This design comes from an exercise in tuning for small area, a short achievable clock period and few clock cycles on the open sky130 flow, not from production work. In this exercise RTL edits were held to simulation tests only and were not proved equivalent to the original.

===== flow/flow/run.sh =====
#!/bin/bash
# The standard layout (the standard.sh: ORFS from synthesis to the final
# layout, unchanged clock and constraints) with two changes to how it is made:
#  - each input and output port is buffered with sky130_fd_sc_hd__buf_4
#    instead of the flow's default buffer choice;
#  - timing repair aims for 6.5 ns of setup slack instead of 5 ns.
set -e
export BUFFER_PORTS_ARGS="-buffer_cell sky130_fd_sc_hd__buf_4"
sed 's/SETUP_SLACK_MARGIN=[0-9.]*/SETUP_SLACK_MARGIN=6.5/' standard.sh > standard_m.sh
bash standard_m.sh > standard.log 2>&1

===== flow/standard.sh =====
#!/bin/bash
# synth_recipe.tcl (not shown) runs the flow's synth.tcl, then flattens the netlist and writes it again
# the make line also repeats each setting of config.mk as NAME=value (left out here)
make -C /OpenROAD-flow-scripts/flow DESIGN_CONFIG=/design/flow/config.mk WORK_HOME=/design/flow/orfs CLKGATE_MAP_FILE= SYNTH_SCRIPT=/design/flow/synth_recipe.tcl "${@:-finish}"

===== flow/config.mk =====
export PLATFORM = sky130hd
export DESIGN_NAME = bsac_lag
export DESIGN_NICKNAME = bsac_lag
export VERILOG_FILES = /design/flow/design.v
export SDC_FILE = /design/flow/constraint.sdc
export NUM_CORES = 4
export LEC_CHECK = 0
export ABC_AREA = 1
export CAP_MARGIN = 20
export CORE_MARGIN = 2
export CORE_UTILIZATION = 60
export PLACE_DENSITY = 0.7
export SETUP_SLACK_MARGIN = 5
export SLEW_MARGIN = 20

===== flow/constraint.sdc =====
create_clock -name core_clock -period 10.0 [get_ports {clk}]
set_input_delay 2.0000 -clock core_clock [delete_from_list [all_inputs] [get_ports {clk}]]
set_output_delay 2.0000 -clock core_clock [all_outputs]
set_load 0.01 [all_outputs]

===== flow/design.v =====
module bsac_lag (
    input  wire        clk,
    input  wire        rst,
    input  wire        in_valid,
    output wire        in_ready,
    input  wire [31:0] in_data,
    input  wire [6:0]  in_min_period,
    output wire        out_valid,
    input  wire        out_ready,
    output wire [6:0]  out_lag,
    output wire [6:0]  out_best_lag,
    output wire [8:0]  out_best_value,
    output wire [8:0]  out_global_max,
    output wire        out_err
);
    localparam integer E   = 8;      
    localparam integer LE  = 3;     
    localparam integer LAT = 3;    
    localparam integer GAP = 1;        
    localparam [6:0]   LASTW = 7'd127 - E + 7'd1;
    localparam [1:0] H_IDLE = 2'd0, H_RUN = 2'd2, H_CHK = 2'd3;
    reg        have;       
    reg [2:0]  beat;
    reg        busy;       
    reg        is_sw;      
    reg        is_gap;
    reg        is_st;      
    reg        iss;        
    reg [1:0]  gapc;
    reg [LAT-1:0] tv;      
    reg        hgo;        
    reg [1:0]  hs;         
    reg        dn;         
    reg        ov;         
    reg [255:0] nb;        
    reg [255:0] pk;
    reg [255:0] sh;
    reg [6:0]   mp_ld;     
    reg [6:0]   mp;        
    reg [6:0]   ij;        
    reg [14:0]  mk;        
    reg [LAT-1:0] tm;      
    reg [6:0]   tj [0:LAT-1];
    reg [E-1:0] tf [0:LAT-1];   
    wire        in_rdy  = !have;
    wire        beat_ok = in_valid && in_rdy;
    wire [255:0] pkm;
    genvar gb;
    generate
        for (gb = 0; gb < 32; gb = gb + 1) begin : g_mask
            if (gb < 15) begin : g_m
                assign pkm[8*gb +: 8] = pk[8*gb +: 8] & {8{mk[gb]}};
            end else begin : g_n
                assign pkm[8*gb +: 8] = pk[8*gb +: 8];
            end
        end
    endgenerate
    wire [8:0] cv [0:E-1];
    wire [E-1:0] iflag;
    genvar ge;
    generate
        for (ge = 0; ge < E; ge = ge + 1) begin : g_eng
            wire [255:0] she = sh << ge;
            bsac_popcnt u_pc (.clk(clk), .x(pkm ^ she), .c(cv[ge]));
            assign iflag[ge] = ({1'b0, ij} + ge) >= {1'b0, mp};
        end
    endgenerate
    integer li;
    always @(posedge clk) begin
        tm[0] <= is_st;
        tj[0] <= ij;
        tf[0] <= iflag;
        for (li = 1; li < LAT; li = li + 1) begin
            tm[li] <= tm[li-1];
            tj[li] <= tj[li-1];
            tf[li] <= tf[li-1];
        end
    end
    wire         c_v = tv[LAT-1];
    wire         c_m = tm[LAT-1];
    wire [6:0]   c_j = tj[LAT-1];
    wire [E-1:0] c_f = tf[LAT-1];
    reg [8:0]  g;
    reg [8:0]  bv;
    reg [6:0]  blr;
    wire [6:0] bl = blr;
    wire [9:0] g34 = ({1'b0, g} + {g, 1'b0}) >> 2;    
    reg [127:0] pass;
    reg [7:0]  dl;             
    localparam integer GS = E / 2;      
    localparam integer TW = LE + 11;    
    function [TW-1:0] tmin;             
        input [TW-1:0] x, y;
        begin
            if (x[TW-1] && (!y[TW-1] || x[TW-2:LE+1] <= y[TW-2:LE+1]))
                tmin = x;
            else
                tmin = y;
        end
    endfunction
    function [8:0] tmax;
        input [8:0] x, y;
        tmax = (y > x) ? y : x;
    endfunction
    wire [TW-1:0] tv0 [0:E-1];
    generate
        for (ge = 0; ge < E; ge = ge + 1) begin : g_tv
            assign tv0[ge] = {c_f[ge], cv[ge], ge[LE:0]};
        end
    endgenerate
    reg  [8:0]  pmax [0:1];
    reg  [8:0]  pmin [0:1];
    reg  [LE:0] pidx [0:1];
    reg  [1:0]  pany;
    reg  [6:0]  rj;
    reg         qv;
    wire        rv = qv;
    reg  [TW-1:0] gmn [0:1];
    reg  [8:0]    gmx [0:1];
    integer gi;
    always @(*) begin
        for (gi = 0; gi < 2; gi = gi + 1) begin
            if (GS == 2) begin
                gmn[gi] = tmin(tv0[2*gi], tv0[2*gi+1]);
                gmx[gi] = tmax(cv[2*gi], cv[2*gi+1]);
            end else begin
                gmn[gi] = tmin(tmin(tv0[4*gi], tv0[4*gi+1]), tmin(tv0[4*gi+2], tv0[4*gi+3]));
                gmx[gi] = tmax(tmax(cv[4*gi], cv[4*gi+1]), tmax(cv[4*gi+2], cv[4*gi+3]));
            end
        end
    end
    integer gj;
    always @(posedge clk) begin
        for (gj = 0; gj < 2; gj = gj + 1) begin
            pmax[gj] <= gmx[gj];
            pmin[gj] <= gmn[gj][TW-2:LE+1];
            pidx[gj] <= gmn[gj][LE:0];
            pany[gj] <= gmn[gj][TW-1];
        end
        rj <= c_j;
    end
    wire [E-1:0] pbit;
    generate
        for (ge = 0; ge < E; ge = ge + 1) begin : g_pass
            wire [10:0] c5 = {2'b0, cv[ge]} + {cv[ge], 2'b0};
            assign pbit[ge] = c5 <= {1'b0, g34};
        end
    endgenerate
    wire       m0  = pany[0] && pmin[0] < bv;
    wire       m1  = pany[1] && pmin[1] < bv && (!m0 || pmin[1] < pmin[0]);
    wire       x0  = pmax[0] > g && pmax[0] >= pmax[1];
    wire       x1  = pmax[1] > g && pmax[1] > pmax[0];
    integer pw;
    always @(posedge clk) begin
        if (c_v && c_m) begin
            for (pw = 0; pw < 128 / E; pw = pw + 1)
                if (c_j[6:LE] == pw)
                    pass[pw*E +: E] <= pbit;
            dl <= {1'b0, c_j} + E;
        end
        if (is_gap)
            dl <= 8'd0;
        if (start) begin
            g  <= 9'd0;
            bv <= 9'h1ff;
        end else if (rv) begin
            if (x1)
                g <= pmax[1];
            else if (x0)
                g <= pmax[0];
            if (m1) begin
                bv  <= pmin[1];
                blr <= rj + pidx[1];
            end else if (m0) begin
                bv  <= pmin[0];
                blr <= rj + pidx[0];
            end
        end
    end
    reg [6:0]  d;          
    reg [6:0]  ed;         
    reg [6:0]  qq;         
    reg [6:0]  rr;         
    reg [6:0]  k;
    reg [6:0]  tgt;        
    reg [6:0]  racc;       
    reg        cph;        
    reg        pk_r, cv_r;
    reg [6:0]  rlag;
    reg        rerr;
    reg [2:0]  mpl;        
    reg        mp2;        
    reg        ds_act;
    reg [6:0]  ds_d, ds_e;     
    reg [8:0]  ds_d3, ds_e3;   
    function [8:0] r4step;
        input [6:0] rem;
        input [1:0] nn;
        input [6:0] dd;
        input [8:0] d3;        
        reg   [9:0] rr4, t1, t2, t3;
        begin
            rr4 = {1'b0, rem, nn};
            t1 = rr4 - {3'b0, dd};
            t2 = rr4 - {2'b0, dd, 1'b0};
            t3 = rr4 - {1'b0, d3};
            if (!t3[9])
                r4step = {2'd3, t3[6:0]};
            else if (!t2[9])
                r4step = {2'd2, t2[6:0]};
            else if (!t1[9])
                r4step = {2'd1, t1[6:0]};
            else
                r4step = {2'd0, rr4[6:0]};
        end
    endfunction
    reg        stall;
    reg        a_v, b_v, dv_ov;
    wire [6:0] dvq [0:1];
    wire [6:0] dvr [0:1];
    wire [1:0] dvpk, dvcv, dvlt;
    genvar gl;
    generate
        for (gl = 0; gl < 2; gl = gl + 1) begin : g_lane
            wire [6:0] id  = gl ? ds_e  : ds_d;
            wire [8:0] id3 = gl ? ds_e3 : ds_d3;
            reg  [6:0] a_d, a_r, b_d, b_r;
            reg  [8:0] a_d3, b_d3;
            reg  [2:0] a_q;
            reg  [4:0] b_q;
            reg        o_pk, o_cv, o_lt;
            reg  [6:0] o_r, o_q;
            wire       q6 = bl[6] && id == 7'd1;
            wire [8:0] sa = r4step({6'd0, bl[6] && !q6}, bl[5:4], id, id3);
            wire [8:0] sb = r4step(a_r, bl[3:2], a_d, a_d3);
            wire [8:0] sc = r4step(b_r, bl[1:0], b_d, b_d3);
            wire [3:0] pk4 = pass[{b_q, 2'b00} +: 4];
            wire [3:0] cv4, lt4;
            genvar gq;
            for (gq = 0; gq < 4; gq = gq + 1) begin : g_q4
                assign cv4[gq] = {1'b0, b_q, gq[1:0]} < dl;
                assign lt4[gq] = {b_q, gq[1:0]} < mp;
            end
            always @(posedge clk) if (!stall) begin
                a_d  <= id;
                a_d3 <= id3;
                a_r  <= sa[6:0];
                a_q  <= {q6, sa[8:7]};
                b_d  <= a_d;
                b_d3 <= a_d3;
                b_r  <= sb[6:0];
                b_q  <= {a_q, sb[8:7]};
                o_r  <= sc[6:0];
                o_q  <= {b_q, sc[8:7]};
                o_pk <= pk4[sc[8:7]];
                o_cv <= cv4[sc[8:7]];
                o_lt <= lt4[sc[8:7]];
            end
            assign dvq[gl]  = o_q;
            assign dvr[gl]  = o_r;
            assign dvpk[gl] = o_pk;
            assign dvcv[gl] = o_cv;
            assign dvlt[gl] = o_lt;
        end
    endgenerate
    reg        hb;
    reg [6:0]  sv_q, sv_r;
    reg        sv_pk, sv_cv, sv_lt;
    reg        ed2, ed3, d2, klast;    
    wire       fl0  = dvlt[0] || (dvcv[0] && !dvpk[0]);    
    wire       fl1  = dvlt[1] || (dvcv[1] && !dvpk[1]);
    wire       fls  = sv_lt || (sv_cv && !sv_pk);
    wire       run  = (hs == H_RUN) && (hb || dv_ov);
    wire       use1 = !hb && fl0;                   
    wire [6:0] cq   = hb ? sv_q : use1 ? dvq[1] : dvq[0];
    wire [6:0] cr   = hb ? sv_r : use1 ? dvr[1] : dvr[0];
    wire       cpass = hb ? (sv_cv && sv_pk) : use1 ? (dvcv[1] && dvpk[1]) : (dvcv[0] && dvpk[0]);
    wire [6:0] cd   = use1 ? ed - 7'd1 : ed;
    wire       cd2  = use1 ? ed3 : ed2;
    wire       cd3  = cd == 7'd3;
    wire       r_fin_bl = run && (hb ? (fls && ed2)
                                     : (fl0 && (ed2 || (fl1 && ed3))));
    wire       r_slow   = run && !r_fin_bl && (hb ? !fls : (!fl0 || !fl1));
    wire       r_fin_q  = r_slow && cpass && cd2;
    wire       go_chk   = r_slow && !r_fin_q;
    wire [7:0] r2    = {cr, 1'b0};
    wire       c2    = r2 >= {1'b0, cd};
    reg  [7:0] rrd;        
    reg  [6:0] qq1;        
    wire [7:0] rsum  = {1'b0, racc} + {1'b0, rr};
    wire [7:0] rsmd  = {1'b0, racc} + rrd;
    wire       rcy   = !rsmd[7];
    wire [6:0] tgt_a = tgt + qq;
    wire [6:0] tgt_b = tgt + qq1;
    wire       cdec  = (hs == H_CHK) && cph && cv_r;    
    wire       ret_chk = cdec && !pk_r;                 
    wire       hshort = {1'b0, bl} < {mp, 1'b0};        
    wire [10:0] bl11 = {1'b0, bl, 3'b0} + {3'b0, bl, 1'b0} + {4'b0, bl};
    wire [6:0] d0    = mp2 ? bl11 >> ({1'b0, mpl} + 4'd4) : bl >> mpl;
    reg        fin;
    reg [6:0]  fin_lag;
    always @(*) begin
        fin = 1'b0;
        fin_lag = bl;
        if (hgo && (mp == 7'd0 || hshort)) begin
            fin = 1'b1;
            if (mp == 7'd0)
                fin_lag = 7'd0;
        end
        if (r_fin_bl)
            fin = 1'b1;
        if (r_fin_q) begin
            fin = 1'b1;
            fin_lag = cq;
        end
        if (cdec) begin
            if (pk_r) begin
                if (klast) begin
                    fin = 1'b1;
                    fin_lag = qq;
                end
            end else if (d2) begin
                fin = 1'b1;
            end
        end
    end
    reg [6:0]  d0r;
    reg        hgo2, ch1, ch2, chg;
    wire       lastm = rv && rj == LASTW;
    wire       sps   = rv && rj == LASTW - E && mp != 7'd0;
    wire       rsx   = hgo2 && chg && (hs == H_RUN);
    wire       ds_rs = sps || rsx;
    wire [8:0] d0x3  = {2'b0, d0r} + {1'b0, d0r, 1'b0};
    wire di_v = ds_act && !ds_rs && !stall;
    wire stall_n = (go_chk && !fin) ||
                   ((hs == H_CHK) && !ret_chk && !fin) ||
                   ((hs == H_CHK) && ret_chk && !fin && hb);
    always @(posedge clk) begin
        d0r <= d0;
        if (rv) begin
            ch1 <= m0 || m1;
            ch2 <= ch1;
        end
        if (lastm)
            chg <= m0 || m1 || ch1 || ch2;
        if (ds_rs) begin
            ds_d  <= d0r;
            ds_d3 <= d0x3;
            ds_e  <= d0r - 7'd1;
            ds_e3 <= d0x3 - 9'd3;
        end else if (ds_act && !stall) begin
            ds_d  <= ds_d - 7'd2;
            ds_d3 <= ds_d3 - 9'd6;
            ds_e  <= ds_e - 7'd2;
            ds_e3 <= ds_e3 - 9'd6;
        end
        pk_r <= pass[tgt];
        cv_r <= {1'b0, tgt} < dl;
        if (ds_rs) begin
            ed  <= d0r;
            ed2 <= d0r == 7'd2;
            ed3 <= d0r == 7'd3;
        end
        if (run && !r_slow) begin
            ed  <= hb ? ed - 7'd1 : ed - 7'd2;
            ed2 <= hb ? ed3 : ed == 7'd4;
            ed3 <= hb ? ed == 7'd4 : ed == 7'd5;
        end
        if (r_slow) begin
            qq   <= cq;
            qq1  <= cq + 7'd1;
            rrd  <= {1'b0, cr} - {1'b0, cd};
            rr   <= cr;
            d    <= cd;
            d2   <= cd2;
            cph  <= 1'b0;
            if (cpass) begin
                tgt   <= {cq[5:0], 1'b0} + {6'd0, c2};
                racc  <= c2 ? r2 - cd : r2[6:0];
                k     <= 7'd2;
                klast <= cd3;
            end else begin
                tgt   <= cq;
                racc  <= cr;
                k     <= 7'd1;
                klast <= cd2;
            end
        end
        if (run && !hb && !fl0 && !r_fin_q) begin
            sv_q  <= dvq[1];
            sv_r  <= dvr[1];
            sv_pk <= dvpk[1];
            sv_cv <= dvcv[1];
            sv_lt <= dvlt[1];
        end
        if (hs == H_CHK) begin
            cph <= !cph;
            if (cdec) begin
                if (pk_r) begin
                    k <= k + 7'd1;
                    klast <= k + 7'd2 == d;
                    if (rcy) begin
                        racc <= rsmd[6:0];
                        tgt  <= tgt_b;
                    end else begin
                        racc <= rsum[6:0];
                        tgt  <= tgt_a;
                    end
                end else begin
                    ed  <= d - 7'd1;
                    ed2 <= d == 7'd3;
                    ed3 <= d == 7'd4;
                end
            end
        end
        if (fin) begin
            rlag <= fin_lag;
            rerr <= (mp == 7'd0);
        end
        if (beat_ok && beat == 3'd7)
            mp_ld <= in_min_period;
    end
    reg [6:0]  o_lag, o_bl;
    reg [8:0]  o_bv, o_g;
    reg        o_err;
    wire copy  = dn && !ov;
    wire start = have && !busy && (!dn || !ov);
    wire iss_nx = start ||
                  (is_sw && ij != LASTW) ||
                  (is_gap && gapc == GAP - 1) ||
                  (is_st && iss && ij != LASTW && !fin &&
                   !((hs != H_IDLE) && ({1'b0, ij} + E >= {1'b0, bl})));
    wire [6:0] ij_nx = (!iss || (is_sw && ij == LASTW)) ? 7'd0 : ij + E;
    integer mb;
    always @(posedge clk) begin
        if (beat_ok)
            nb <= {nb[223:0], in_data};
        if (start)
            pk <= nb;
        if (iss)
            sh <= sh << E;
        else if (start)
            sh <= nb;
        else
            sh <= pk;
        if (copy) begin
            o_lag <= rlag;
            o_err <= rerr;
            o_bl  <= blr;
            o_bv  <= bv;
            o_g   <= g;
        end
        if (start) begin
            mp  <= mp_ld;
            mpl <= mp_ld[6] ? 3'd6 : mp_ld[5] ? 3'd5 : mp_ld[4] ? 3'd4 :
                   mp_ld[3] ? 3'd3 : mp_ld[2] ? 3'd2 : mp_ld[1] ? 3'd1 : 3'd0;
            mp2 <= mp_ld[6] ? mp_ld[5] : mp_ld[5] ? mp_ld[4] : mp_ld[4] ? mp_ld[3] :
                   mp_ld[3] ? mp_ld[2] : mp_ld[2] ? mp_ld[1] : mp_ld[1] ? mp_ld[0] : 1'b0;
        end
        ij <= ij_nx;
        for (mb = 0; mb < 15; mb = mb + 1)
            mk[mb] <= mb >= ij_nx[6:3];
    end
    always @(posedge clk) begin
        if (rst) begin
            have   <= 1'b0;
            beat   <= 3'd0;
            busy   <= 1'b0;
            is_sw  <= 1'b0;
            is_gap <= 1'b0;
            is_st  <= 1'b0;
            iss    <= 1'b0;
            gapc   <= 2'd0;
            tv     <= {LAT{1'b0}};
            qv     <= 1'b0;
            hgo    <= 1'b0;
            hgo2   <= 1'b0;
            hs     <= H_IDLE;
            stall  <= 1'b0;
            hb     <= 1'b0;
            dn     <= 1'b0;
            ov     <= 1'b0;
            ds_act <= 1'b0;
            a_v    <= 1'b0;
            b_v    <= 1'b0;
            dv_ov  <= 1'b0;
        end else begin
            if (beat_ok) begin
                beat <= beat + 3'd1;
                if (beat == 3'd7)
                    have <= 1'b1;
            end
            if (start) begin
                have <= 1'b0;
                busy <= 1'b1;
            end
            iss <= iss_nx;
            if (start)
                is_sw <= 1'b1;
            if (is_sw && ij == LASTW) begin
                is_sw  <= 1'b0;
                is_gap <= 1'b1;
                gapc   <= 2'd0;
            end
            if (is_gap) begin
                gapc <= gapc + 2'd1;
                if (gapc == GAP - 1) begin
                    is_gap <= 1'b0;
                    is_st  <= 1'b1;
                end
            end
            if (is_st && !iss_nx)
                is_st <= 1'b0;
            tv  <= {tv[LAT-2:0], iss};
            qv  <= c_v && !c_m;
            hgo <= rv && rj == LASTW;
            hgo2 <= hgo;
            if (rsx) begin
                a_v   <= 1'b0;
                b_v   <= 1'b0;
                dv_ov <= 1'b0;
            end else if (!stall) begin
                a_v   <= di_v;
                b_v   <= a_v;
                dv_ov <= b_v;
            end
            if (ds_rs)
                ds_act <= 1'b1;
            else if (ds_act && ds_d <= 7'd3 && !stall)
                ds_act <= 1'b0;
            stall <= stall_n;
            if (run)
                hb <= !hb && !fl0 && !ed2;
            if (hgo && !fin)
                hs <= H_RUN;
            case (hs)
            H_RUN: if (go_chk) hs <= H_CHK;
            H_CHK: if (ret_chk && !fin) hs <= H_RUN;
            default: ;
            endcase
            if (fin) begin
                hs     <= H_IDLE;
                hb     <= 1'b0;
                ds_act <= 1'b0;
                busy   <= 1'b0;
                dn     <= 1'b1;
            end
            if (ov && out_ready)
                ov <= 1'b0;
            if (copy) begin
                dn <= 1'b0;
                ov <= 1'b1;
            end
        end
    end
    assign in_ready       = in_rdy;
    assign out_valid      = ov;
    assign out_lag        = o_lag;
    assign out_best_lag   = o_bl;
    assign out_best_value = o_bv;
    assign out_global_max = o_g;
    assign out_err        = o_err;
endmodule
module bsac_popcnt (input wire clk, input wire [255:0] x, output reg [8:0] c);
    wire s1;
    wire k2;
    wire s3;
    wire k4;
    wire s5;
    wire k6;
    wire s7;
    wire k8;
    wire s9;
    wire k10;
    wire s11;
    wire k12;
    wire s13;
    wire k14;
    wire s15;
    wire k16;
    wire s17;
    wire k18;
    wire s19;
    wire k20;
    wire s21;
    wire k22;
    wire s23;
    wire k24;
    wire s25;
    wire k26;
    wire s27;
    wire k28;
    wire s29;
    wire k30;
    wire s31;
    wire k32;
    wire s33;
    wire k34;
    wire s35;
    wire k36;
    wire s37;
    wire k38;
    wire s39;
    wire k40;
    wire s41;
    wire k42;
    wire s43;
    wire k44;
    wire s45;
    wire k46;
    wire s47;
    wire k48;
    wire s49;
    wire k50;
    wire s51;
    wire k52;
    wire s53;
    wire k54;
    wire s55;
    wire k56;
    wire s57;
    wire k58;
    wire s59;
    wire k60;
    wire s61;
    wire k62;
    wire s63;
    wire k64;
    wire s65;
    wire k66;
    wire s67;
    wire k68;
    wire s69;
    wire k70;
    wire s71;
    wire k72;
    wire s73;
    wire k74;
    wire s75;
    wire k76;
    wire s77;
    wire k78;
    wire s79;
    wire k80;
    wire s81;
    wire k82;
    wire s83;
    wire k84;
    wire s85;
    wire k86;
    wire s87;
    wire k88;
    wire s89;
    wire k90;
    wire s91;
    wire k92;
    wire s93;
    wire k94;
    wire s95;
    wire k96;
    wire s97;
    wire k98;
    wire s99;
    wire k100;
    wire s101;
    wire k102;
    wire s103;
    wire k104;
    wire s105;
    wire k106;
    wire s107;
    wire k108;
    wire s109;
    wire k110;
    wire s111;
    wire k112;
    wire s113;
    wire k114;
    wire s115;
    wire k116;
    wire s117;
    wire k118;
    wire s119;
    wire k120;
    wire s121;
    wire k122;
    wire s123;
    wire k124;
    wire s125;
    wire k126;
    wire s127;
    wire k128;
    wire s129;
    wire k130;
    wire s131;
    wire k132;
    wire s133;
    wire k134;
    wire s135;
    wire k136;
    wire s137;
    wire k138;
    wire s139;
    wire k140;
    wire s141;
    wire k142;
    wire s143;
    wire k144;
    wire s145;
    wire k146;
    wire s147;
    wire k148;
    wire s149;
    wire k150;
    wire s151;
    wire k152;
    wire s153;
    wire k154;
    wire s155;
    wire k156;
    wire s157;
    wire k158;
    wire s159;
    wire k160;
    wire s161;
    wire k162;
    wire s163;
    wire k164;
    wire s165;
    wire k166;
    wire s167;
    wire k168;
    wire s169;
    wire k170;
    wire s171;
    wire k172;
    wire s173;
    wire k174;
    wire s175;
    wire k176;
    wire s177;
    wire k178;
    wire s179;
    wire k180;
    wire s181;
    wire k182;
    wire s183;
    wire k184;
    wire s185;
    wire k186;
    wire s187;
    wire k188;
    wire s189;
    wire k190;
    wire s191;
    wire k192;
    wire s193;
    wire k194;
    wire s195;
    wire k196;
    wire s197;
    wire k198;
    wire s199;
    wire k200;
    wire s201;
    wire k202;
    wire s203;
    wire k204;
    wire s205;
    wire k206;
    wire s207;
    wire k208;
    wire s209;
    wire k210;
    wire s211;
    wire k212;
    wire s213;
    wire k214;
    wire s215;
    wire k216;
    wire s217;
    wire k218;
    wire s219;
    wire k220;
    wire s221;
    wire k222;
    wire s223;
    wire k224;
    wire s225;
    wire k226;
    wire s227;
    wire k228;
    wire s229;
    wire k230;
    wire s231;
    wire k232;
    wire s233;
    wire k234;
    wire s235;
    wire k236;
    wire s237;
    wire k238;
    wire s239;
    wire k240;
    wire s241;
    wire k242;
    wire s243;
    wire k244;
    wire s245;
    wire k246;
    wire s247;
    wire k248;
    wire s249;
    wire k250;
    wire s251;
    wire k252;
    wire s253;
    wire k254;
    wire s255;
    wire k256;
    wire s257;
    wire k258;
    wire s259;
    wire k260;
    wire s261;
    wire k262;
    wire s263;
    wire k264;
    wire s265;
    wire k266;
    wire s267;
    wire k268;
    wire s269;
    wire k270;
    wire s271;
    wire k272;
    wire s273;
    wire k274;
    wire s275;
    wire k276;
    wire s277;
    wire k278;
    wire s279;
    wire k280;
    wire s281;
    wire k282;
    wire s283;
    wire k284;
    wire s285;
    wire k286;
    wire s287;
    wire k288;
    wire s289;
    wire k290;
    wire s291;
    wire k292;
    wire s293;
    wire k294;
    wire s295;
    wire k296;
    wire s297;
    wire k298;
    wire s299;
    wire k300;
    wire s301;
    wire k302;
    wire s303;
    wire k304;
    wire s305;
    wire k306;
    wire s307;
    wire k308;
    wire s309;
    wire k310;
    wire s311;
    wire k312;
    wire s313;
    wire k314;
    wire s315;
    wire k316;
    wire s317;
    wire k318;
    wire s319;
    wire k320;
    wire s321;
    wire k322;
    wire s323;
    wire k324;
    wire s325;
    wire k326;
    wire s327;
    wire k328;
    wire s329;
    wire k330;
    wire s331;
    wire k332;
    wire s333;
    wire k334;
    wire s335;
    wire k336;
    wire s337;
    wire k338;
    wire s339;
    wire k340;
    wire s341;
    wire k342;
    wire s343;
    wire k344;
    wire s345;
    wire k346;
    wire s347;
    wire k348;
    wire s349;
    wire k350;
    wire s351;
    wire k352;
    wire s353;
    wire k354;
    wire s355;
    wire k356;
    wire s357;
    wire k358;
    wire s359;
    wire k360;
    wire s361;
    wire k362;
    wire s363;
    wire k364;
    wire s365;
    wire k366;
    wire s367;
    wire k368;
    wire s369;
    wire k370;
    wire s371;
    wire k372;
    wire s373;
    wire k374;
    wire s375;
    wire k376;
    wire s377;
    wire k378;
    wire s379;
    wire k380;
    wire s381;
    wire k382;
    wire s383;
    wire k384;
    wire s385;
    wire k386;
    wire s387;
    wire k388;
    wire s389;
    wire k390;
    wire s391;
    wire k392;
    wire s393;
    wire k394;
    wire s395;
    wire k396;
    wire s397;
    wire k398;
    wire s399;
    wire k400;
    wire s401;
    wire k402;
    wire s403;
    wire k404;
    wire s405;
    wire k406;
    wire s407;
    wire k408;
    wire s409;
    wire k410;
    wire s411;
    wire k412;
    reg r413;
    reg r414;
    reg r415;
    reg r416;
    reg r417;
    reg r418;
    reg r419;
    reg r420;
    reg r421;
    reg r422;
    reg r423;
    reg r424;
    reg r425;
    reg r426;
    reg r427;
    reg r428;
    reg r429;
    reg r430;
    reg r431;
    reg r432;
    reg r433;
    reg r434;
    reg r435;
    reg r436;
    reg r437;
    reg r438;
    reg r439;
    reg r440;
    reg r441;
    reg r442;
    reg r443;
    reg r444;
    reg r445;
    reg r446;
    reg r447;
    reg r448;
    reg r449;
    reg r450;
    reg r451;
    reg r452;
    reg r453;
    reg r454;
    reg r455;
    reg r456;
    reg r457;
    reg r458;
    reg r459;
    reg r460;
    reg r461;
    reg r462;
    reg r463;
    reg r464;
    reg r465;
    wire s466;
    wire k467;
    wire s468;
    wire k469;
    wire s470;
    wire k471;
    wire s472;
    wire k473;
    wire s474;
    wire k475;
    wire s476;
    wire k477;
    wire s478;
    wire k479;
    wire s480;
    wire k481;
    wire s482;
    wire k483;
    wire s484;
    wire k485;
    wire s486;
    wire k487;
    wire s488;
    wire k489;
    wire s490;
    wire k491;
    wire s492;
    wire k493;
    wire s494;
    wire k495;
    wire s496;
    wire k497;
    wire s498;
    wire k499;
    wire s500;
    wire k501;
    wire s502;
    wire k503;
    wire s504;
    wire k505;
    wire s506;
    wire k507;
    wire s508;
    wire k509;
    wire s510;
    wire k511;
    wire s512;
    wire k513;
    wire s514;
    wire k515;
    wire s516;
    wire k517;
    wire s518;
    wire k519;
    wire s520;
    wire k521;
    wire s522;
    wire k523;
    wire s524;
    wire k525;
    wire s526;
    wire k527;
    wire s528;
    wire k529;
    wire s530;
    wire k531;
    wire s532;
    wire k533;
    wire s534;
    wire k535;
    wire s536;
    wire k537;
    wire s538;
    wire k539;
    wire s540;
    wire k541;
    wire s542;
    wire k543;
    wire s544;
    wire k545;
    wire s546;
    wire k547;
    wire s548;
    wire k549;
    reg r550;
    reg r551;
    reg r552;
    reg r553;
    reg r554;
    reg r555;
    reg r556;
    reg r557;
    reg r558;
    reg r559;
    reg r560;
    reg r561;
    reg r562;
    reg r563;
    reg r564;
    reg r565;
    reg r566;
    wire s567;
    wire k568;
    wire s569;
    wire k570;
    wire s571;
    wire k572;
    assign {k2, s1} = {1'b0,x[0]} + {1'b0,x[1]} + {1'b0,x[2]};
    assign {k4, s3} = {1'b0,x[3]} + {1'b0,x[4]} + {1'b0,x[5]};
    assign {k6, s5} = {1'b0,x[6]} + {1'b0,x[7]} + {1'b0,x[8]};
    assign {k8, s7} = {1'b0,x[9]} + {1'b0,x[10]} + {1'b0,x[11]};
    assign {k10, s9} = {1'b0,x[12]} + {1'b0,x[13]} + {1'b0,x[14]};
    assign {k12, s11} = {1'b0,x[15]} + {1'b0,x[16]} + {1'b0,x[17]};
    assign {k14, s13} = {1'b0,x[18]} + {1'b0,x[19]} + {1'b0,x[20]};
    assign {k16, s15} = {1'b0,x[21]} + {1'b0,x[22]} + {1'b0,x[23]};
    assign {k18, s17} = {1'b0,x[24]} + {1'b0,x[25]} + {1'b0,x[26]};
    assign {k20, s19} = {1'b0,x[27]} + {1'b0,x[28]} + {1'b0,x[29]};
    assign {k22, s21} = {1'b0,x[30]} + {1'b0,x[31]} + {1'b0,x[32]};
    assign {k24, s23} = {1'b0,x[33]} + {1'b0,x[34]} + {1'b0,x[35]};
    assign {k26, s25} = {1'b0,x[36]} + {1'b0,x[37]} + {1'b0,x[38]};
    assign {k28, s27} = {1'b0,x[39]} + {1'b0,x[40]} + {1'b0,x[41]};
    assign {k30, s29} = {1'b0,x[42]} + {1'b0,x[43]} + {1'b0,x[44]};
    assign {k32, s31} = {1'b0,x[45]} + {1'b0,x[46]} + {1'b0,x[47]};
    assign {k34, s33} = {1'b0,x[48]} + {1'b0,x[49]} + {1'b0,x[50]};
    assign {k36, s35} = {1'b0,x[51]} + {1'b0,x[52]} + {1'b0,x[53]};
    assign {k38, s37} = {1'b0,x[54]} + {1'b0,x[55]} + {1'b0,x[56]};
    assign {k40, s39} = {1'b0,x[57]} + {1'b0,x[58]} + {1'b0,x[59]};
    assign {k42, s41} = {1'b0,x[60]} + {1'b0,x[61]} + {1'b0,x[62]};
    assign {k44, s43} = {1'b0,x[63]} + {1'b0,x[64]} + {1'b0,x[65]};
    assign {k46, s45} = {1'b0,x[66]} + {1'b0,x[67]} + {1'b0,x[68]};
    assign {k48, s47} = {1'b0,x[69]} + {1'b0,x[70]} + {1'b0,x[71]};
    assign {k50, s49} = {1'b0,x[72]} + {1'b0,x[73]} + {1'b0,x[74]};
    assign {k52, s51} = {1'b0,x[75]} + {1'b0,x[76]} + {1'b0,x[77]};
    assign {k54, s53} = {1'b0,x[78]} + {1'b0,x[79]} + {1'b0,x[80]};
    assign {k56, s55} = {1'b0,x[81]} + {1'b0,x[82]} + {1'b0,x[83]};
    assign {k58, s57} = {1'b0,x[84]} + {1'b0,x[85]} + {1'b0,x[86]};
    assign {k60, s59} = {1'b0,x[87]} + {1'b0,x[88]} + {1'b0,x[89]};
    assign {k62, s61} = {1'b0,x[90]} + {1'b0,x[91]} + {1'b0,x[92]};
    assign {k64, s63} = {1'b0,x[93]} + {1'b0,x[94]} + {1'b0,x[95]};
    assign {k66, s65} = {1'b0,x[96]} + {1'b0,x[97]} + {1'b0,x[98]};
    assign {k68, s67} = {1'b0,x[99]} + {1'b0,x[100]} + {1'b0,x[101]};
    assign {k70, s69} = {1'b0,x[102]} + {1'b0,x[103]} + {1'b0,x[104]};
    assign {k72, s71} = {1'b0,x[105]} + {1'b0,x[106]} + {1'b0,x[107]};
    assign {k74, s73} = {1'b0,x[108]} + {1'b0,x[109]} + {1'b0,x[110]};
    assign {k76, s75} = {1'b0,x[111]} + {1'b0,x[112]} + {1'b0,x[113]};
    assign {k78, s77} = {1'b0,x[114]} + {1'b0,x[115]} + {1'b0,x[116]};
    assign {k80, s79} = {1'b0,x[117]} + {1'b0,x[118]} + {1'b0,x[119]};
    assign {k82, s81} = {1'b0,x[120]} + {1'b0,x[121]} + {1'b0,x[122]};
    assign {k84, s83} = {1'b0,x[123]} + {1'b0,x[124]} + {1'b0,x[125]};
    assign {k86, s85} = {1'b0,x[126]} + {1'b0,x[127]} + {1'b0,x[128]};
    assign {k88, s87} = {1'b0,x[129]} + {1'b0,x[130]} + {1'b0,x[131]};
    assign {k90, s89} = {1'b0,x[132]} + {1'b0,x[133]} + {1'b0,x[134]};
    assign {k92, s91} = {1'b0,x[135]} + {1'b0,x[136]} + {1'b0,x[137]};
    assign {k94, s93} = {1'b0,x[138]} + {1'b0,x[139]} + {1'b0,x[140]};
    assign {k96, s95} = {1'b0,x[141]} + {1'b0,x[142]} + {1'b0,x[143]};
    assign {k98, s97} = {1'b0,x[144]} + {1'b0,x[145]} + {1'b0,x[146]};
    assign {k100, s99} = {1'b0,x[147]} + {1'b0,x[148]} + {1'b0,x[149]};
    assign {k102, s101} = {1'b0,x[150]} + {1'b0,x[151]} + {1'b0,x[152]};
    assign {k104, s103} = {1'b0,x[153]} + {1'b0,x[154]} + {1'b0,x[155]};
    assign {k106, s105} = {1'b0,x[156]} + {1'b0,x[157]} + {1'b0,x[158]};
    assign {k108, s107} = {1'b0,x[159]} + {1'b0,x[160]} + {1'b0,x[161]};
    assign {k110, s109} = {1'b0,x[162]} + {1'b0,x[163]} + {1'b0,x[164]};
    assign {k112, s111} = {1'b0,x[165]} + {1'b0,x[166]} + {1'b0,x[167]};
    assign {k114, s113} = {1'b0,x[168]} + {1'b0,x[169]} + {1'b0,x[170]};
    assign {k116, s115} = {1'b0,x[171]} + {1'b0,x[172]} + {1'b0,x[173]};
    assign {k118, s117} = {1'b0,x[174]} + {1'b0,x[175]} + {1'b0,x[176]};
    assign {k120, s119} = {1'b0,x[177]} + {1'b0,x[178]} + {1'b0,x[179]};
    assign {k122, s121} = {1'b0,x[180]} + {1'b0,x[181]} + {1'b0,x[182]};
    assign {k124, s123} = {1'b0,x[183]} + {1'b0,x[184]} + {1'b0,x[185]};
    assign {k126, s125} = {1'b0,x[186]} + {1'b0,x[187]} + {1'b0,x[188]};
    assign {k128, s127} = {1'b0,x[189]} + {1'b0,x[190]} + {1'b0,x[191]};
    assign {k130, s129} = {1'b0,x[192]} + {1'b0,x[193]} + {1'b0,x[194]};
    assign {k132, s131} = {1'b0,x[195]} + {1'b0,x[196]} + {1'b0,x[197]};
    assign {k134, s133} = {1'b0,x[198]} + {1'b0,x[199]} + {1'b0,x[200]};
    assign {k136, s135} = {1'b0,x[201]} + {1'b0,x[202]} + {1'b0,x[203]};
    assign {k138, s137} = {1'b0,x[204]} + {1'b0,x[205]} + {1'b0,x[206]};
    assign {k140, s139} = {1'b0,x[207]} + {1'b0,x[208]} + {1'b0,x[209]};
    assign {k142, s141} = {1'b0,x[210]} + {1'b0,x[211]} + {1'b0,x[212]};
    assign {k144, s143} = {1'b0,x[213]} + {1'b0,x[214]} + {1'b0,x[215]};
    assign {k146, s145} = {1'b0,x[216]} + {1'b0,x[217]} + {1'b0,x[218]};
    assign {k148, s147} = {1'b0,x[219]} + {1'b0,x[220]} + {1'b0,x[221]};
    assign {k150, s149} = {1'b0,x[222]} + {1'b0,x[223]} + {1'b0,x[224]};
    assign {k152, s151} = {1'b0,x[225]} + {1'b0,x[226]} + {1'b0,x[227]};
    assign {k154, s153} = {1'b0,x[228]} + {1'b0,x[229]} + {1'b0,x[230]};
    assign {k156, s155} = {1'b0,x[231]} + {1'b0,x[232]} + {1'b0,x[233]};
    assign {k158, s157} = {1'b0,x[234]} + {1'b0,x[235]} + {1'b0,x[236]};
    assign {k160, s159} = {1'b0,x[237]} + {1'b0,x[238]} + {1'b0,x[239]};
    assign {k162, s161} = {1'b0,x[240]} + {1'b0,x[241]} + {1'b0,x[242]};
    assign {k164, s163} = {1'b0,x[243]} + {1'b0,x[244]} + {1'b0,x[245]};
    assign {k166, s165} = {1'b0,x[246]} + {1'b0,x[247]} + {1'b0,x[248]};
    assign {k168, s167} = {1'b0,x[249]} + {1'b0,x[250]} + {1'b0,x[251]};
    assign {k170, s169} = {1'b0,x[252]} + {1'b0,x[253]} + {1'b0,x[254]};
    assign {k172, s171} = {1'b0,s1} + {1'b0,s3} + {1'b0,s5};
    assign {k174, s173} = {1'b0,s7} + {1'b0,s9} + {1'b0,s11};
    assign {k176, s175} = {1'b0,s13} + {1'b0,s15} + {1'b0,s17};
    assign {k178, s177} = {1'b0,s19} + {1'b0,s21} + {1'b0,s23};
    assign {k180, s179} = {1'b0,s25} + {1'b0,s27} + {1'b0,s29};
    assign {k182, s181} = {1'b0,s31} + {1'b0,s33} + {1'b0,s35};
    assign {k184, s183} = {1'b0,s37} + {1'b0,s39} + {1'b0,s41};
    assign {k186, s185} = {1'b0,s43} + {1'b0,s45} + {1'b0,s47};
    assign {k188, s187} = {1'b0,s49} + {1'b0,s51} + {1'b0,s53};
    assign {k190, s189} = {1'b0,s55} + {1'b0,s57} + {1'b0,s59};
    assign {k192, s191} = {1'b0,s61} + {1'b0,s63} + {1'b0,s65};
    assign {k194, s193} = {1'b0,s67} + {1'b0,s69} + {1'b0,s71};
    assign {k196, s195} = {1'b0,s73} + {1'b0,s75} + {1'b0,s77};
    assign {k198, s197} = {1'b0,s79} + {1'b0,s81} + {1'b0,s83};
    assign {k200, s199} = {1'b0,s85} + {1'b0,s87} + {1'b0,s89};
    assign {k202, s201} = {1'b0,s91} + {1'b0,s93} + {1'b0,s95};
    assign {k204, s203} = {1'b0,s97} + {1'b0,s99} + {1'b0,s101};
    assign {k206, s205} = {1'b0,s103} + {1'b0,s105} + {1'b0,s107};
    assign {k208, s207} = {1'b0,s109} + {1'b0,s111} + {1'b0,s113};
    assign {k210, s209} = {1'b0,s115} + {1'b0,s117} + {1'b0,s119};
    assign {k212, s211} = {1'b0,s121} + {1'b0,s123} + {1'b0,s125};
    assign {k214, s213} = {1'b0,s127} + {1'b0,s129} + {1'b0,s131};
    assign {k216, s215} = {1'b0,s133} + {1'b0,s135} + {1'b0,s137};
    assign {k218, s217} = {1'b0,s139} + {1'b0,s141} + {1'b0,s143};
    assign {k220, s219} = {1'b0,s145} + {1'b0,s147} + {1'b0,s149};
    assign {k222, s221} = {1'b0,s151} + {1'b0,s153} + {1'b0,s155};
    assign {k224, s223} = {1'b0,s157} + {1'b0,s159} + {1'b0,s161};
    assign {k226, s225} = {1'b0,s163} + {1'b0,s165} + {1'b0,s167};
    assign {k228, s227} = {1'b0,s169} + {1'b0,x[255]};
    assign {k230, s229} = {1'b0,k2} + {1'b0,k4} + {1'b0,k6};
    assign {k232, s231} = {1'b0,k8} + {1'b0,k10} + {1'b0,k12};
    assign {k234, s233} = {1'b0,k14} + {1'b0,k16} + {1'b0,k18};
    assign {k236, s235} = {1'b0,k20} + {1'b0,k22} + {1'b0,k24};
    assign {k238, s237} = {1'b0,k26} + {1'b0,k28} + {1'b0,k30};
    assign {k240, s239} = {1'b0,k32} + {1'b0,k34} + {1'b0,k36};
    assign {k242, s241} = {1'b0,k38} + {1'b0,k40} + {1'b0,k42};
    assign {k244, s243} = {1'b0,k44} + {1'b0,k46} + {1'b0,k48};
    assign {k246, s245} = {1'b0,k50} + {1'b0,k52} + {1'b0,k54};
    assign {k248, s247} = {1'b0,k56} + {1'b0,k58} + {1'b0,k60};
    assign {k250, s249} = {1'b0,k62} + {1'b0,k64} + {1'b0,k66};
    assign {k252, s251} = {1'b0,k68} + {1'b0,k70} + {1'b0,k72};
    assign {k254, s253} = {1'b0,k74} + {1'b0,k76} + {1'b0,k78};
    assign {k256, s255} = {1'b0,k80} + {1'b0,k82} + {1'b0,k84};
    assign {k258, s257} = {1'b0,k86} + {1'b0,k88} + {1'b0,k90};
    assign {k260, s259} = {1'b0,k92} + {1'b0,k94} + {1'b0,k96};
    assign {k262, s261} = {1'b0,k98} + {1'b0,k100} + {1'b0,k102};
    assign {k264, s263} = {1'b0,k104} + {1'b0,k106} + {1'b0,k108};
    assign {k266, s265} = {1'b0,k110} + {1'b0,k112} + {1'b0,k114};
    assign {k268, s267} = {1'b0,k116} + {1'b0,k118} + {1'b0,k120};
    assign {k270, s269} = {1'b0,k122} + {1'b0,k124} + {1'b0,k126};
    assign {k272, s271} = {1'b0,k128} + {1'b0,k130} + {1'b0,k132};
    assign {k274, s273} = {1'b0,k134} + {1'b0,k136} + {1'b0,k138};
    assign {k276, s275} = {1'b0,k140} + {1'b0,k142} + {1'b0,k144};
    assign {k278, s277} = {1'b0,k146} + {1'b0,k148} + {1'b0,k150};
    assign {k280, s279} = {1'b0,k152} + {1'b0,k154} + {1'b0,k156};
    assign {k282, s281} = {1'b0,k158} + {1'b0,k160} + {1'b0,k162};
    assign {k284, s283} = {1'b0,k164} + {1'b0,k166} + {1'b0,k168};
    assign {k286, s285} = {1'b0,s171} + {1'b0,s173} + {1'b0,s175};
    assign {k288, s287} = {1'b0,s177} + {1'b0,s179} + {1'b0,s181};
    assign {k290, s289} = {1'b0,s183} + {1'b0,s185} + {1'b0,s187};
    assign {k292, s291} = {1'b0,s189} + {1'b0,s191} + {1'b0,s193};
    assign {k294, s293} = {1'b0,s195} + {1'b0,s197} + {1'b0,s199};
    assign {k296, s295} = {1'b0,s201} + {1'b0,s203} + {1'b0,s205};
    assign {k298, s297} = {1'b0,s207} + {1'b0,s209} + {1'b0,s211};
    assign {k300, s299} = {1'b0,s213} + {1'b0,s215} + {1'b0,s217};
    assign {k302, s301} = {1'b0,s219} + {1'b0,s221} + {1'b0,s223};
    assign {k304, s303} = {1'b0,s225} + {1'b0,s227};
    assign {k306, s305} = {1'b0,k172} + {1'b0,k174} + {1'b0,k176};
    assign {k308, s307} = {1'b0,k178} + {1'b0,k180} + {1'b0,k182};
    assign {k310, s309} = {1'b0,k184} + {1'b0,k186} + {1'b0,k188};
    assign {k312, s311} = {1'b0,k190} + {1'b0,k192} + {1'b0,k194};
    assign {k314, s313} = {1'b0,k196} + {1'b0,k198} + {1'b0,k200};
    assign {k316, s315} = {1'b0,k202} + {1'b0,k204} + {1'b0,k206};
    assign {k318, s317} = {1'b0,k208} + {1'b0,k210} + {1'b0,k212};
    assign {k320, s319} = {1'b0,k214} + {1'b0,k216} + {1'b0,k218};
    assign {k322, s321} = {1'b0,k220} + {1'b0,k222} + {1'b0,k224};
    assign {k324, s323} = {1'b0,k226} + {1'b0,k228} + {1'b0,s229};
    assign {k326, s325} = {1'b0,s231} + {1'b0,s233} + {1'b0,s235};
    assign {k328, s327} = {1'b0,s237} + {1'b0,s239} + {1'b0,s241};
    assign {k330, s329} = {1'b0,s243} + {1'b0,s245} + {1'b0,s247};
    assign {k332, s331} = {1'b0,s249} + {1'b0,s251} + {1'b0,s253};
    assign {k334, s333} = {1'b0,s255} + {1'b0,s257} + {1'b0,s259};
    assign {k336, s335} = {1'b0,s261} + {1'b0,s263} + {1'b0,s265};
    assign {k338, s337} = {1'b0,s267} + {1'b0,s269} + {1'b0,s271};
    assign {k340, s339} = {1'b0,s273} + {1'b0,s275} + {1'b0,s277};
    assign {k342, s341} = {1'b0,s279} + {1'b0,s281} + {1'b0,s283};
    assign {k344, s343} = {1'b0,k230} + {1'b0,k232} + {1'b0,k234};
    assign {k346, s345} = {1'b0,k236} + {1'b0,k238} + {1'b0,k240};
    assign {k348, s347} = {1'b0,k242} + {1'b0,k244} + {1'b0,k246};
    assign {k350, s349} = {1'b0,k248} + {1'b0,k250} + {1'b0,k252};
    assign {k352, s351} = {1'b0,k254} + {1'b0,k256} + {1'b0,k258};
    assign {k354, s353} = {1'b0,k260} + {1'b0,k262} + {1'b0,k264};
    assign {k356, s355} = {1'b0,k266} + {1'b0,k268} + {1'b0,k270};
    assign {k358, s357} = {1'b0,k272} + {1'b0,k274} + {1'b0,k276};
    assign {k360, s359} = {1'b0,k278} + {1'b0,k280} + {1'b0,k282};
    assign {k362, s361} = {1'b0,s285} + {1'b0,s287} + {1'b0,s289};
    assign {k364, s363} = {1'b0,s291} + {1'b0,s293} + {1'b0,s295};
    assign {k366, s365} = {1'b0,s297} + {1'b0,s299} + {1'b0,s301};
    assign {k368, s367} = {1'b0,k286} + {1'b0,k288} + {1'b0,k290};
    assign {k370, s369} = {1'b0,k292} + {1'b0,k294} + {1'b0,k296};
    assign {k372, s371} = {1'b0,k298} + {1'b0,k300} + {1'b0,k302};
    assign {k374, s373} = {1'b0,k304} + {1'b0,s305} + {1'b0,s307};
    assign {k376, s375} = {1'b0,s309} + {1'b0,s311} + {1'b0,s313};
    assign {k378, s377} = {1'b0,s315} + {1'b0,s317} + {1'b0,s319};
    assign {k380, s379} = {1'b0,s321} + {1'b0,s323} + {1'b0,s325};
    assign {k382, s381} = {1'b0,s327} + {1'b0,s329} + {1'b0,s331};
    assign {k384, s383} = {1'b0,s333} + {1'b0,s335} + {1'b0,s337};
    assign {k386, s385} = {1'b0,s339} + {1'b0,s341} + {1'b0,k170};
    assign {k388, s387} = {1'b0,k306} + {1'b0,k308} + {1'b0,k310};
    assign {k390, s389} = {1'b0,k312} + {1'b0,k314} + {1'b0,k316};
    assign {k392, s391} = {1'b0,k318} + {1'b0,k320} + {1'b0,k322};
    assign {k394, s393} = {1'b0,k324} + {1'b0,k326} + {1'b0,k328};
    assign {k396, s395} = {1'b0,k330} + {1'b0,k332} + {1'b0,k334};
    assign {k398, s397} = {1'b0,k336} + {1'b0,k338} + {1'b0,k340};
    assign {k400, s399} = {1'b0,k342} + {1'b0,s343} + {1'b0,s345};
    assign {k402, s401} = {1'b0,s347} + {1'b0,s349} + {1'b0,s351};
    assign {k404, s403} = {1'b0,s353} + {1'b0,s355} + {1'b0,s357};
    assign {k406, s405} = {1'b0,s359} + {1'b0,k284};
    assign {k408, s407} = {1'b0,k344} + {1'b0,k346} + {1'b0,k348};
    assign {k410, s409} = {1'b0,k350} + {1'b0,k352} + {1'b0,k354};
    assign {k412, s411} = {1'b0,k356} + {1'b0,k358} + {1'b0,k360};
    assign {k467, s466} = {1'b0,r413} + {1'b0,r414} + {1'b0,r415};
    assign {k469, s468} = {1'b0,r417} + {1'b0,r418} + {1'b0,r419};
    assign {k471, s470} = {1'b0,r420} + {1'b0,r421} + {1'b0,r422};
    assign {k473, s472} = {1'b0,r423} + {1'b0,r424} + {1'b0,r425};
    assign {k475, s474} = {1'b0,r426} + {1'b0,r427} + {1'b0,r428};
    assign {k477, s476} = {1'b0,r430} + {1'b0,r431} + {1'b0,r432};
    assign {k479, s478} = {1'b0,r433} + {1'b0,r434} + {1'b0,r435};
    assign {k481, s480} = {1'b0,r436} + {1'b0,r437} + {1'b0,r438};
    assign {k483, s482} = {1'b0,r439} + {1'b0,r440} + {1'b0,r441};
    assign {k485, s484} = {1'b0,r442} + {1'b0,r443} + {1'b0,r444};
    assign {k487, s486} = {1'b0,r445} + {1'b0,r446} + {1'b0,r447};
    assign {k489, s488} = {1'b0,r448} + {1'b0,r449};
    assign {k491, s490} = {1'b0,r450} + {1'b0,r451} + {1'b0,r452};
    assign {k493, s492} = {1'b0,r453} + {1'b0,r454} + {1'b0,r455};
    assign {k495, s494} = {1'b0,r456} + {1'b0,r457} + {1'b0,r458};
    assign {k497, s496} = {1'b0,r459} + {1'b0,r460} + {1'b0,r461};
    assign {k499, s498} = {1'b0,r463} + {1'b0,r464} + {1'b0,r465};
    assign {k501, s500} = {1'b0,k467} + {1'b0,s468} + {1'b0,s470};
    assign {k503, s502} = {1'b0,s472} + {1'b0,s474} + {1'b0,r429};
    assign {k505, s504} = {1'b0,k469} + {1'b0,k471} + {1'b0,k473};
    assign {k507, s506} = {1'b0,k475} + {1'b0,s476} + {1'b0,s478};
    assign {k509, s508} = {1'b0,s480} + {1'b0,s482} + {1'b0,s484};
    assign {k511, s510} = {1'b0,s486} + {1'b0,s488};
    assign {k513, s512} = {1'b0,k477} + {1'b0,k479} + {1'b0,k481};
    assign {k515, s514} = {1'b0,k483} + {1'b0,k485} + {1'b0,k487};
    assign {k517, s516} = {1'b0,k489} + {1'b0,s490} + {1'b0,s492};
    assign {k519, s518} = {1'b0,s494} + {1'b0,s496} + {1'b0,r462};
    assign {k521, s520} = {1'b0,k491} + {1'b0,k493} + {1'b0,k495};
    assign {k523, s522} = {1'b0,k497} + {1'b0,s498};
    assign {k525, s524} = {1'b0,k501} + {1'b0,k503} + {1'b0,s504};
    assign {k527, s526} = {1'b0,s506} + {1'b0,s508} + {1'b0,s510};
    assign {k529, s528} = {1'b0,k505} + {1'b0,k507} + {1'b0,k509};
    assign {k531, s530} = {1'b0,k511} + {1'b0,s512} + {1'b0,s514};
    assign {k533, s532} = {1'b0,s516} + {1'b0,s518};
    assign {k535, s534} = {1'b0,k513} + {1'b0,k515} + {1'b0,k517};
    assign {k537, s536} = {1'b0,k519} + {1'b0,s520} + {1'b0,s522};
    assign {k539, s538} = {1'b0,k521} + {1'b0,k523} + {1'b0,k499};
    assign {k541, s540} = {1'b0,k525} + {1'b0,k527} + {1'b0,s528};
    assign {k543, s542} = {1'b0,s530} + {1'b0,s532};
    assign {k545, s544} = {1'b0,k529} + {1'b0,k531} + {1'b0,k533};
    assign {k547, s546} = {1'b0,s534} + {1'b0,s536};
    assign {k549, s548} = {1'b0,k535} + {1'b0,k537} + {1'b0,s538};
    assign {k568, s567} = {1'b0,r558} + {1'b0,r559} + {1'b0,r560};
    assign {k570, s569} = {1'b0,r562} + {1'b0,r563} + {1'b0,r564};
    assign {k572, s571} = {1'b0,k570} + {1'b0,r565} + {1'b0,r566};
    always @(posedge clk) begin
        r413 <= s361;
        r414 <= s363;
        r415 <= s365;
        r416 <= s303;
        r417 <= k362;
        r418 <= k364;
        r419 <= k366;
        r420 <= s367;
        r421 <= s369;
        r422 <= s371;
        r423 <= s373;
        r424 <= s375;
        r425 <= s377;
        r426 <= s379;
        r427 <= s381;
        r428 <= s383;
        r429 <= s385;
        r430 <= k368;
        r431 <= k370;
        r432 <= k372;
        r433 <= k374;
        r434 <= k376;
        r435 <= k378;
        r436 <= k380;
        r437 <= k382;
        r438 <= k384;
        r439 <= k386;
        r440 <= s387;
        r441 <= s389;
        r442 <= s391;
        r443 <= s393;
        r444 <= s395;
        r445 <= s397;
        r446 <= s399;
        r447 <= s401;
        r448 <= s403;
        r449 <= s405;
        r450 <= k388;
        r451 <= k390;
        r452 <= k392;
        r453 <= k394;
        r454 <= k396;
        r455 <= k398;
        r456 <= k400;
        r457 <= k402;
        r458 <= k404;
        r459 <= k406;
        r460 <= s407;
        r461 <= s409;
        r462 <= s411;
        r463 <= k408;
        r464 <= k410;
        r465 <= k412;
        r550 <= s466;
        r551 <= r416;
        r552 <= s500;
        r553 <= s502;
        r554 <= s524;
        r555 <= s526;
        r556 <= s540;
        r557 <= s542;
        r558 <= k541;
        r559 <= k543;
        r560 <= s544;
        r561 <= s546;
        r562 <= k545;
        r563 <= k547;
        r564 <= s548;
        r565 <= k549;
        r566 <= k539;
    end
    wire [8:0] ra = {1'b0, k572, s571, k568, s567, r556, r554, r552, r550};
    wire [8:0] rb = {1'b0, 1'b0, 1'b0, s569, r561, r557, r555, r553, r551};
    always @(posedge clk) c <= ra + rb;
endmodule

==> impl_metrics.json <==
{
  "fin_crit_ns": 3.51,
  "synth_cell_types": 60,
  "maxCapViolCount": 0,
  "dp_hpwl_um": 409000,
  "routed_via_density": 5.89,
  "outcome": "complete, no violations",
  "holdPathStages": 0,
  "worst_pin_slew_ns": 1.21,
  "cts.sinks": 2014,
  "start_util_pct": 60.2,
  "synth_area_um2": 145000,
  "startpoint_type": "flip-flop",
  "port-buffer-count": 77,
  "syn_to_final_growth_pct": 9.11,
  "syn_avg_cell_area_um2": 10.3,
  "ys_seq_area_share_pct": 32.6,
  "report.final.slew_viol_count": 0,
  "path_clk_slew_ns": 0.06,
  "htreeDepth": 4,
  "drive_above_1_share_pct": 8.98,
  "cts_tree": "yes",
  "wirelength_um": 503000,
  "grt_overflow_total": 0,
  "max_freq_mhz": 285,
  "vias": 101346,
  "cp_max_fo": 9,
  "cts_buffer_depth": 3,
  "syn_inst": 14045,
  "fin_worst_skew_ns": 0.0554,
  "die_height_um": 495,
  "criticalPathCategory": "flip-flop to flip-flop",
  "nets": 16431,
  "cts_buffers": 214,
  "worst_r2r_path_depth": 8,
  "hold_class": "flip-flop to flip-flop",
  "ios": 78,
  "cp.arrival_ns": 4.30,
  "dieArea_um2": 245000,
  "clock_latency_ns": 0.90,
  "rsz0062_at_grt": "true",
  "critPathCaptureType": "flip-flop",
  "slew-limit-headroom_pct": 19.7,
  "fill_cells": 18814,
  "synth_edf_count": 676,
  "min_to": "tm[2]",
  "num_rows": 180,
  "drc": 0,
  "grt_pass1_vias": 102528,
  "grt_pass1_wl_um": 714000,
  "cts-root-buf": "clkbuf_16",
  "grt_max_degree": 193,
  "yosysWarnings": 16,
  "holdWs_ns": 0.324,
  "synth_flop_cell": "dfxtp_1",
  "gp_congestion": 1.06,
  "rrSetupSlack_ns": 6.49,
  "fin_setup_tns_ns": 0,
  "ys_seq_elements": 2014,
  "async_flop_share_pct": 0,
  "timing.rr.end": "g_eng[7].u_pc.r439",
  "r2r_start": "pk[217]",
  "setup_viol": 0,
  "period_share_pct": 35.1,
  "finalHoldViolations": 0,
  "antenna_found_initial": 31,
  "die_w_um": 495,
  "postSynthNetCount": 16653,
  "grtUsageTotal_pct": 41.1,
  "drtAntennaViolNets": 0,
  "required_ns": 10.79,
  "hp-start": "tm[1]",
  "dr.pass1.iters": 6,
  "wl_per_cell_um": 29.2,
  "core_area_um2": 240000,
  "drtIter0Drc": 11655
}
## layer usage
metal / global-route usage (%) / part of all wire [%] / up-vias
li1: - / - / 43351
met3: 8.52 / 9.7 / 1251
met2: 62.5 / 45 / 5495
met5: 0 / 0.012 / -
met4: 26.4 / 8.1 / 8
met1: 53.7 / 38 / 51241
## worst max path at each step
stage	from	end	slack, ns
2_1_floorplan	in_valid	nb[0]	3.70
4_1_cts	mk[12]	g_eng[7].u_pc.r427	6.40
6_report	pk[217]	g_eng[7].u_pc.r439	6.49
3_5_place_dp	g[1]	pass[5]	5.41
5_1_grt	g_eng[2].u_pc.c[2]	pmin[0][3]	6.41
3_3_place_gp	g[1]	pass[52]	5.37
## sequential cells by signal, summed over array words and instances, names as in the netlist, 10 cells and up
| register | count |
|---|---|
| nb | 256 |
| pk | 256 |
| sh | 256 |
| pass | 128 |
| g_eng.u_pc.c | 72 |
| tf | 24 |
| pmax | 18 |
| pmin | 18 |
| g_lane.a_d3 | 16 |
| g_lane.b_d3 | 16 |
| mk | 15 |
| g_lane.a_d | 14 |
| g_lane.a_r | 14 |
| g_lane.b_d | 14 |
| g_lane.b_r | 14 |
| g_lane.o_q | 14 |
| g_lane.o_r | 14 |
| tj | 12 |
| g_lane.b_q | 10 |
## final cells by class
class | count | area [um^2] | area share, %
Inverter | 1930 | 7310 | 4.64
Clock inverter | 137 | 1570 | 0.997
Tap cell | 3185 | 3990 | 2.53
Timing Repair inverter | 2 | 15.0 | 0.00952
Sequential cell | 2014 | 47500 | 30.1
Timing Repair Buffer | 213 | 1830 | 1.16
Multi-Input combinational cell | 9448 | 89500 | 56.8
Antenna cell | 14 | 35.0 | 0.0222
Clock buffer | 270 | 5920 | 3.76
## repair_timing
| item | CTS | global route |
|---|---|---|
| cloned | 2 | 4 |
| setup endpoints to repair | 487 | 249 |
| buffers inserted | 30 | 50 |
| hold buffers | 0 | 0 |
| gates resized for setup | 283 | 502 |
| pin swaps | 10 | 64 |
## worst max-delay path, cell delays in order, from the launching register on
cell and delay, ns:
dfxtp_1 0.71, xnor2_1 0.16, fa_1 0.41, fa_1 0.54
inv_1 0.08, fa_1 0.65, inv_1 0.20, fa_1 0.46
inv_1 0.18
## per-stage QoR
stage                     utilization (%)  cell area, um^2  setup slack, ns  instances
after floorplan                         -           145000             3.70      14045
after global placement               61.3           147000             5.37      16705
after detailed placement             61.3           147000             5.41      16705
after CTS                            64.8           156000             6.40      17144
after global routing                 65.7           158000             6.41      17200
final                                65.7           158000             6.49      17213
## cells in the final DEF, fill, tap and decap left out, types with 220 or more instances in the layout
master,Yosys,routed
xnor2_1,1145,1145
inv_1,1914,1880
dfxtp_2,0,222
clkbuf_16,0,220
nand2_1,2020,1854
nand3_1,488,455
ha_1,589,548
xor2_1,1084,1079
dfxtp_1,1338,1083
a21oi_1,485,465
nor2_1,573,565
fa_1,1976,1959
o21ai_0,398,364
a31oi_1,274,274
edfxtp_1,676,676
## cell families (layout without fill, tap and decap cells)
family | after synthesis | count (layout) | share of synthesized area [%]
AO/OA/AOI/OAI | 1369 | 1369 | 5.32
adder cells (fa/ha/maj) | 2565 | 2565 | 32.5
AND/OR/NAND/NOR | 3283 | 3284 | 9.33
buffers and inverters | 2584 | 2552 | 6.77
multiplexers | 1 | 1 | 0.00693
XOR/XNOR | 2229 | 2229 | 13.5
flip-flops | 2014 | 2014 | 32.6
other | 0 | 14 | 0
## cell usage after synthesis, drive strengths merged, types with 11 or more instances
master / count / area (um^2)
o21bai: 19 / 143
nand3b: 31 / 245
buf: 98 / 450
ha: 589 / 7370
dfxtp: 1338 / 26800
o31ai: 11 / 82.6
xnor2: 1145 / 10000
clkbuf: 556 / 2090
xor2: 1084 / 9490
a31oi: 274 / 1710
inv: 1922 / 7220
o21ai: 416 / 2090
a21oi: 486 / 2440
nor2: 580 / 2210
o22ai: 12 / 75.1
and2: 19 / 119
nor3: 46 / 230
nand2: 2026 / 7620
fa: 1976 / 39600
edfxtp: 676 / 20300
o21a: 26 / 195
nand4: 46 / 288
nand3: 493 / 2500
o211ai: 77 / 578
or2: 28 / 175
a21o: 11 / 82.6
Testbench counts, summed over its fixed seeds: cycles 4,584.

## afterwards: timing with drivers on the ports
How much do the figures lean on ideal ports? The routed layout below was timed once more, with nothing changed but the port constraints. Step 1: set_driving_cell puts a clkbuf_16 on clk and a buf_2 on each other input, an assumption about the parent block. Step 2 times the ports against the registers' clock, not the clock port: input delays grow and output delays shrink by t, the midpoint of the rising clock arrivals with the driver on. Slacks: no drivers / after step 1 / after step 2; pairs: no drivers / after step 1.
t (ns): 0.979
slack for setup (ns): 6.487 / 6.462 / 5.670
hold slack, ns: 0.324 / 0.324 / 0.324
worst setup path at the end: input to register
After both steps this run still meets setup and hold. The setup slack of this run moves by -0.025 ns with the drivers and by -0.817 ns with both steps.
